This is an optimization exercise on Yosys and OpenROAD, whose aim is small area, a short achievable clock period and few clock cycles per item, not a production implementation. At most, simulation tests tie the RTL to the original design; equivalence was not proved. No activity file was given, so power comes from the tool's default toggle rates.

== job 9406 ==
// fds_decoder
module fds_decoder (
    input  wire        clk,
    input  wire        rst,           
    input  wire [7:0]  cfg_q_t0,      
    input  wire [7:0]  cfg_q_t1,      
    input  wire [7:0]  cfg_q_t2,      
    input  wire [7:0]  cfg_q_t3,      
    input  wire [15:0] cfg_min_gap,   
    input  wire        in_valid,
    output wire        in_ready,
    input  wire [7:0]  in_data,
    output reg         out_valid,
    input  wire        out_ready,
    output reg  [1:0]  out_kind,
    output wire [31:0] out_data,
    output wire [31:0] out_pos
);
Size in the first run: ~770 cells after synthesis, about 130 I/O pins, about 0.0081 mm^2 of cells after synthesis.
export LEC_CHECK = 0
export CAP_MARGIN = 20
export CORE_MARGIN = 2
export CORE_UTILIZATION = 60
export CTS_BUF_LIST = sky130_fd_sc_hd__clkbuf_4 sky130_fd_sc_hd__clkbuf_8
export CTS_CLUSTER_DIAMETER = 60
export CTS_CLUSTER_SIZE = 30
export SLEW_MARGIN = 20
create_clock -name core_clock -period 10.0 [get_ports {clk}]
standard.sh (not shown) runs the stock make flow with config.mk's settings and CLKGATE_MAP_FILE= SYNTH_SCRIPT=/design/flow/synth_recipe.tcl, a recipe that flattens the netlist after the stock synthesis.
==> flow/flow/run.sh <==
#!/bin/bash
set -euo pipefail
bash standard.sh \
  "BUFFER_PORTS_ARGS=-buffer_cell sky130_fd_sc_hd__buf_1" \
  "SETUP_SLACK_MARGIN=${FLOW_SETUP_MARGIN:-6.5}" \
  finish > standard_finish.log 2>&1
Testbench counts of job 9406, summed over its fixed seeds: cycles 729,154, items 728,725.
The inputs of job 8991 differ from those of job 9406 as listed below.
- an added ABC_AREA of 1
## What came out
In terms of clock tree skew after final layout, job 8991 and job 9406 differ only marginally.
Summary of job 8991 over job 9406: largest stage delay on the critical path shows a reduction of 0.30 ns, site row count shows an increase of about 2.4%, share of the core filled with cells in the final layout grew by 1.5 points.
In terms of setup slack of the critical path after layout, job 8991 and job 9406 differ only marginally.
Changes in job 4372 relative to job 8991:
- a deleted ABC_AREA that had been 1
==> flow/flow/run.sh <==
#!/bin/bash
set -euo pipefail
bash standard.sh \
  "BUFFER_PORTS_ARGS=-buffer_cell sky130_fd_sc_hd__buf_1" \
  "SETUP_SLACK_MARGIN=${FLOW_SETUP_MARGIN:-6.9}" \
  finish > standard_finish.log 2>&1
==> notes.md <==
- Compared to job 8991, job 4372 leaves less free space in the core.
- Changes observed in job 4372 relative to job 8991: average cell area after synthesis increased by about 22% relative to the old numbers, setup slack up 0.067 ns, initial core utilization -0.45 points.


The RTL this note starts from:
==> flow/design.v <==
module fds_decoder (
    input  wire        clk,
    input  wire        rst,           
    input  wire [7:0]  cfg_q_t0,      
    input  wire [7:0]  cfg_q_t1,      
    input  wire [7:0]  cfg_q_t2,      
    input  wire [7:0]  cfg_q_t3,      
    input  wire [15:0] cfg_min_gap,   
    input  wire        in_valid,
    output wire        in_ready,
    input  wire [7:0]  in_data,
    output reg         out_valid,
    input  wire        out_ready,
    output reg  [1:0]  out_kind,
    output wire [31:0] out_data,
    output wire [31:0] out_pos
);
    localparam [1:0] K_DATA     = 2'd0;
    localparam [1:0] K_BLOCK_OK = 2'd1;
    localparam [1:0] K_BAD_CRC  = 2'd2;
    localparam [1:0] K_MISMATCH = 2'd3;
    localparam [1:0] P_TYPE = 2'd0, P_DATA = 2'd1, P_CRCLO = 2'd2, P_CRCHI = 2'd3;
    localparam [15:0] CRC_START = 16'h8080;
    function [15:0] crc_bit;
        input [15:0] reg_in;
        input        b;
        reg   [16:0] r;
        begin
            r = {b, reg_in};
            if (r[0]) r = r ^ 17'h10810;
            crc_bit = r[16:1];
        end
    endfunction
    reg [1:0] sym_in;
    always @* begin
        if      (in_data < cfg_q_t0) sym_in = 2'd3;
        else if (in_data < cfg_q_t1) sym_in = 2'd0;
        else if (in_data < cfg_q_t2) sym_in = 2'd1;
        else if (in_data < cfg_q_t3) sym_in = 2'd2;
        else                         sym_in = 2'd3;
    end
    reg       q_v0;           
    reg       q_nf;           
    reg [1:0] q_s0, q_s1;     
    assign in_ready = q_nf;
    wire push = in_valid && q_nf;
    wire can  = !out_valid || out_ready;
    wire pop  = q_v0 && can;
    wire [1:0] s = q_s0;
    always @(posedge clk) begin
        if (!q_v0 || (pop && q_nf)) q_s0 <= sym_in;
        else if (pop)               q_s0 <= q_s1;
        if (q_nf)                   q_s1 <= sym_in;
        if (rst) begin
            q_v0 <= 1'b0;
            q_nf <= 1'b1;
        end else begin
            q_v0 <= push || !q_nf || (q_v0 && !pop);
            q_nf <= !((!q_nf && !pop) || (q_v0 && push && !pop));
        end
    end
    reg        in_block;
    reg        prev;          
    reg [1:0]  phase;         
    reg [2:0]  bitcnt;        
    reg [15:0] cnt;           
    reg [16:0] sr;            
    reg [15:0] crc;
    reg        mismatch;
    reg [1:0]  stage;         
    reg [15:0] size;
    reg [31:0] pos;           
    reg [31:0] e_pos;         
    wire two  = prev && (s[0] ^ s[1]);
    wire b0   = prev ? (s == 2'd0) : (s == 2'd1);
    wire b1   = s[1] && !s[0];
    wire npr  = two ? b1 : b0;
    wire cnt_z = (cnt == 16'd0);
    wire cnt_1 = (cnt == 16'd1);
    wire last_bit = (phase == P_CRCHI) && (bitcnt == 3'd7);
    wire take2 = two && !last_bit;
    wire done0 = (bitcnt == 3'd7);
    wire done1 = take2 && (bitcnt == 3'd6);
    wire bdone = done0 || done1;
    wire g0 = !phase[1];
    wire g1 = done0 ? ((phase == P_TYPE && !cnt_z) || (phase == P_DATA && !cnt_1)) : !phase[1];
    wire [15:0] crc1 = crc_bit(crc, b0 & g0);
    wire [15:0] crc2 = crc_bit(crc1, b1 & g1);
    wire [15:0] crc_n = take2 ? crc2 : crc1;
    wire [16:0] sr_n = take2 ? {b1, b0, sr[16:2]} : {b0, sr[16:1]};
    wire [7:0]  byte_n = done1 ? {b1, b0, sr[16:11]} : {b0, sr[16:10]};
    wire [7:0]  exp_type = {5'd0, stage == 2'd3, stage[0] ^ stage[1], !stage[0]};
    wire        mis1 = ({b1, b0, sr[16:11]} != exp_type);
    wire        mis0 = ({b0, sr[16:10]} != exp_type);
    wire        mis_n = done1 ? mis1 : mis0;
    wire [15:0] z1 = crc_bit(crc, 1'b0);
    wire [15:0] z2 = crc_bit(z1, 1'b0);
    wire        ok1 = ({b0, sr[16:2]} == z1);
    wire        ok2 = ({b1, b0, sr[16:3]} == z2);
    wire        ok_n = take2 ? ok2 : ok1;
    reg [15:0] blk_cnt;
    always @* begin
        case (stage)
            2'd0: blk_cnt = 16'd55;
            2'd1: blk_cnt = 16'd1;
            2'd2: blk_cnt = 16'd15;
            default: blk_cnt = size;
        endcase
    end
    wire [15:0] cnt_dec = cnt - 16'd1;
    always @(posedge clk) begin
        if (pop) begin
            if (!in_block) begin
                prev   <= 1'b1;
                phase  <= P_TYPE;
                bitcnt <= 3'd0;
                crc    <= CRC_START;
                if (s == 2'd1 && cnt_z) begin
                    in_block <= 1'b1;
                    e_pos    <= pos;
                    cnt      <= blk_cnt;
                end else if (s == 2'd0) begin
                    if (!cnt_z) cnt <= cnt_dec;
                end else begin
                    cnt <= cfg_min_gap;
                end
            end else begin
                prev   <= npr;
                sr     <= sr_n;
                crc    <= crc_n;
                bitcnt <= bitcnt + {1'b0, take2, !take2};
                if (bdone) begin
                    case (phase)
                        P_TYPE: begin
                            mismatch <= mis_n;
                            phase    <= cnt_z ? P_CRCLO : P_DATA;
                        end
                        P_DATA: begin
                            cnt <= cnt_dec;
                            if (cnt_1) phase <= P_CRCLO;
                            if (!mismatch && stage == 2'd2 && cnt[15:2] == 14'd0 && cnt[1])
                                size <= {byte_n, size[15:8]};
                        end
                        P_CRCLO: phase <= P_CRCHI;
                        default: begin
                            in_block <= 1'b0;
                            cnt      <= cfg_min_gap;
                            if (!mismatch)
                                stage <= (stage == 2'd3) ? 2'd2 : stage + 2'd1;
                        end
                    endcase
                end
            end
        end
        if (rst) begin
            in_block <= 1'b0;
            cnt      <= cfg_min_gap;
            stage    <= 2'd0;
        end
    end
    always @(posedge clk) begin
        if (rst)
            pos <= 32'd0;
        else if (pop)
            pos <= pos + 32'd1;
    end
    wire rec_n = pop && in_block && bdone &&
                 (phase == P_TYPE || (phase == P_DATA && !mismatch) ||
                  (phase == P_CRCHI && !mismatch));
    reg r_end;                
    reg r_b0;                 
    reg r_b1;                 
    reg r_mis;                
    always @(posedge clk) begin
        if (rst)
            out_valid <= 1'b0;
        else if (rec_n)
            out_valid <= 1'b1;
        else if (out_ready)
            out_valid <= 1'b0;
        if (rec_n) begin
            r_end <= (phase == P_CRCHI);
            r_b0  <= (phase != P_CRCHI) && !(take2 && done0);
            r_b1  <= (phase != P_CRCHI) && (take2 && done0);
            r_mis <= (phase == P_TYPE) && mis_n;
            case (phase)
                P_TYPE:  out_kind <= mis_n ? K_MISMATCH : K_DATA;
                P_DATA:  out_kind <= K_DATA;
                default: out_kind <= ok_n ? K_BLOCK_OK : K_BAD_CRC;
            endcase
        end
    end
    assign out_data[7:0]   = ({8{r_end}} & crc[7:0]) | ({8{r_b0}} & sr[16:9]) | ({8{r_b1}} & sr[15:8]);
    assign out_data[15:8]  = ({8{r_end}} & crc[15:8]) | ({8{r_mis}} & exp_type);
    assign out_data[31:16] = {16{r_end}} & sr[16:1];
    assign out_pos = e_pos;
endmodule
Settings: LEC_CHECK=0, ABC_CLOCK_PERIOD_IN_PS=2500, CAP_MARGIN=20, CORE_MARGIN=2, CORE_UTILIZATION=40, CTS_BUF_LIST=sky130_fd_sc_hd__clkbuf_4 sky130_fd_sc_hd__clkbuf_8, CTS_CLUSTER_DIAMETER=60, CTS_CLUSTER_SIZE=30, SLEW_MARGIN=20; clock period 10.0 ns.
run.sh (not shown) runs the stock make flow with config.mk's settings and CLKGATE_MAP_FILE= SYNTH_SCRIPT=/design/flow/synth_recipe.tcl, a recipe that flattens the netlist after the stock synthesis.
Stock flow here: none of the scripts above is used.
The starting point completed with no timing, DRC or antenna violations.
Then changed:
--- a/flow/config.mk
+++ b/flow/config.mk
@@ -6,5 +6,5 @@
 export NUM_CORES = 4
 export LEC_CHECK = 0
-export ABC_CLOCK_PERIOD_IN_PS = 2500
+export ABC_AREA = 1
 export CAP_MARGIN = 20
 export CORE_MARGIN = 2
Effect:
- The new run passed the timing, design-rule and antenna checks
- cell area grows by 7.2%
- first-iteration DRC count is higher by 1.5%
- die area goes up by about 8%
- combinational power increases by 18%
- global-route usage went up by 0.90 points
- core utilization shrinks by 0.36 points
- routed wire length is higher by 12%
- via count rises by 19%
- non-clock buffer count is higher by 2
- worst hold slack loses 0.0060 ns
- clock skew came out higher by 0.010 ns
Function was not checked in any run of this note: the RTL went through the layout flow alone.

afterwards: timing with drivers on the ports:
No port has a modelled driver above. Below, the same layouts with a new extraction and two added sets of constraints. Step 1 sets driving cells, clkbuf_16 on the clock port and buf_2 on the other inputs (assumed; they add their load-dependent delay and slew). Step 2 also shifts input and output timing later by t, the mid clock arrival at the registers, as if the neighbouring blocks saw the same clock. Slacks: no drivers / after step 1 / after step 2; pairs: no drivers / after step 1.
| run | shift t [ns] | setup slack, ns | worst register clock-pin slew, ns | worst slew at a driven data input, ns |
|---|---|---|---|---|
| job 9406 | 0.496 | 6.580 / 6.569 / 6.084 | 0.09 / 0.09 | 0.04 |
| job 8991 | 0.503 | 6.580 / 6.564 / 6.092 | 0.09 / 0.09 | 0.04 |
| job 4372 | 0.504 | 6.647 / 6.607 / 6.383 | 0.10 / 0.10 | 0.05 |
| the first run of note 2 | 0.487 | 5.531 / 5.487 / 5.323 | 0.08 / 0.08 | 0.05 |
| the second run of note 2 | 0.498 | 5.500 / 5.456 / 5.505 | 0.09 / 0.09 | 0.05 |
After both steps every run listed still meets setup and hold. The setup slack of job 9406, which loses most, moves by -0.011 ns with the drivers and by -0.496 ns with both steps.
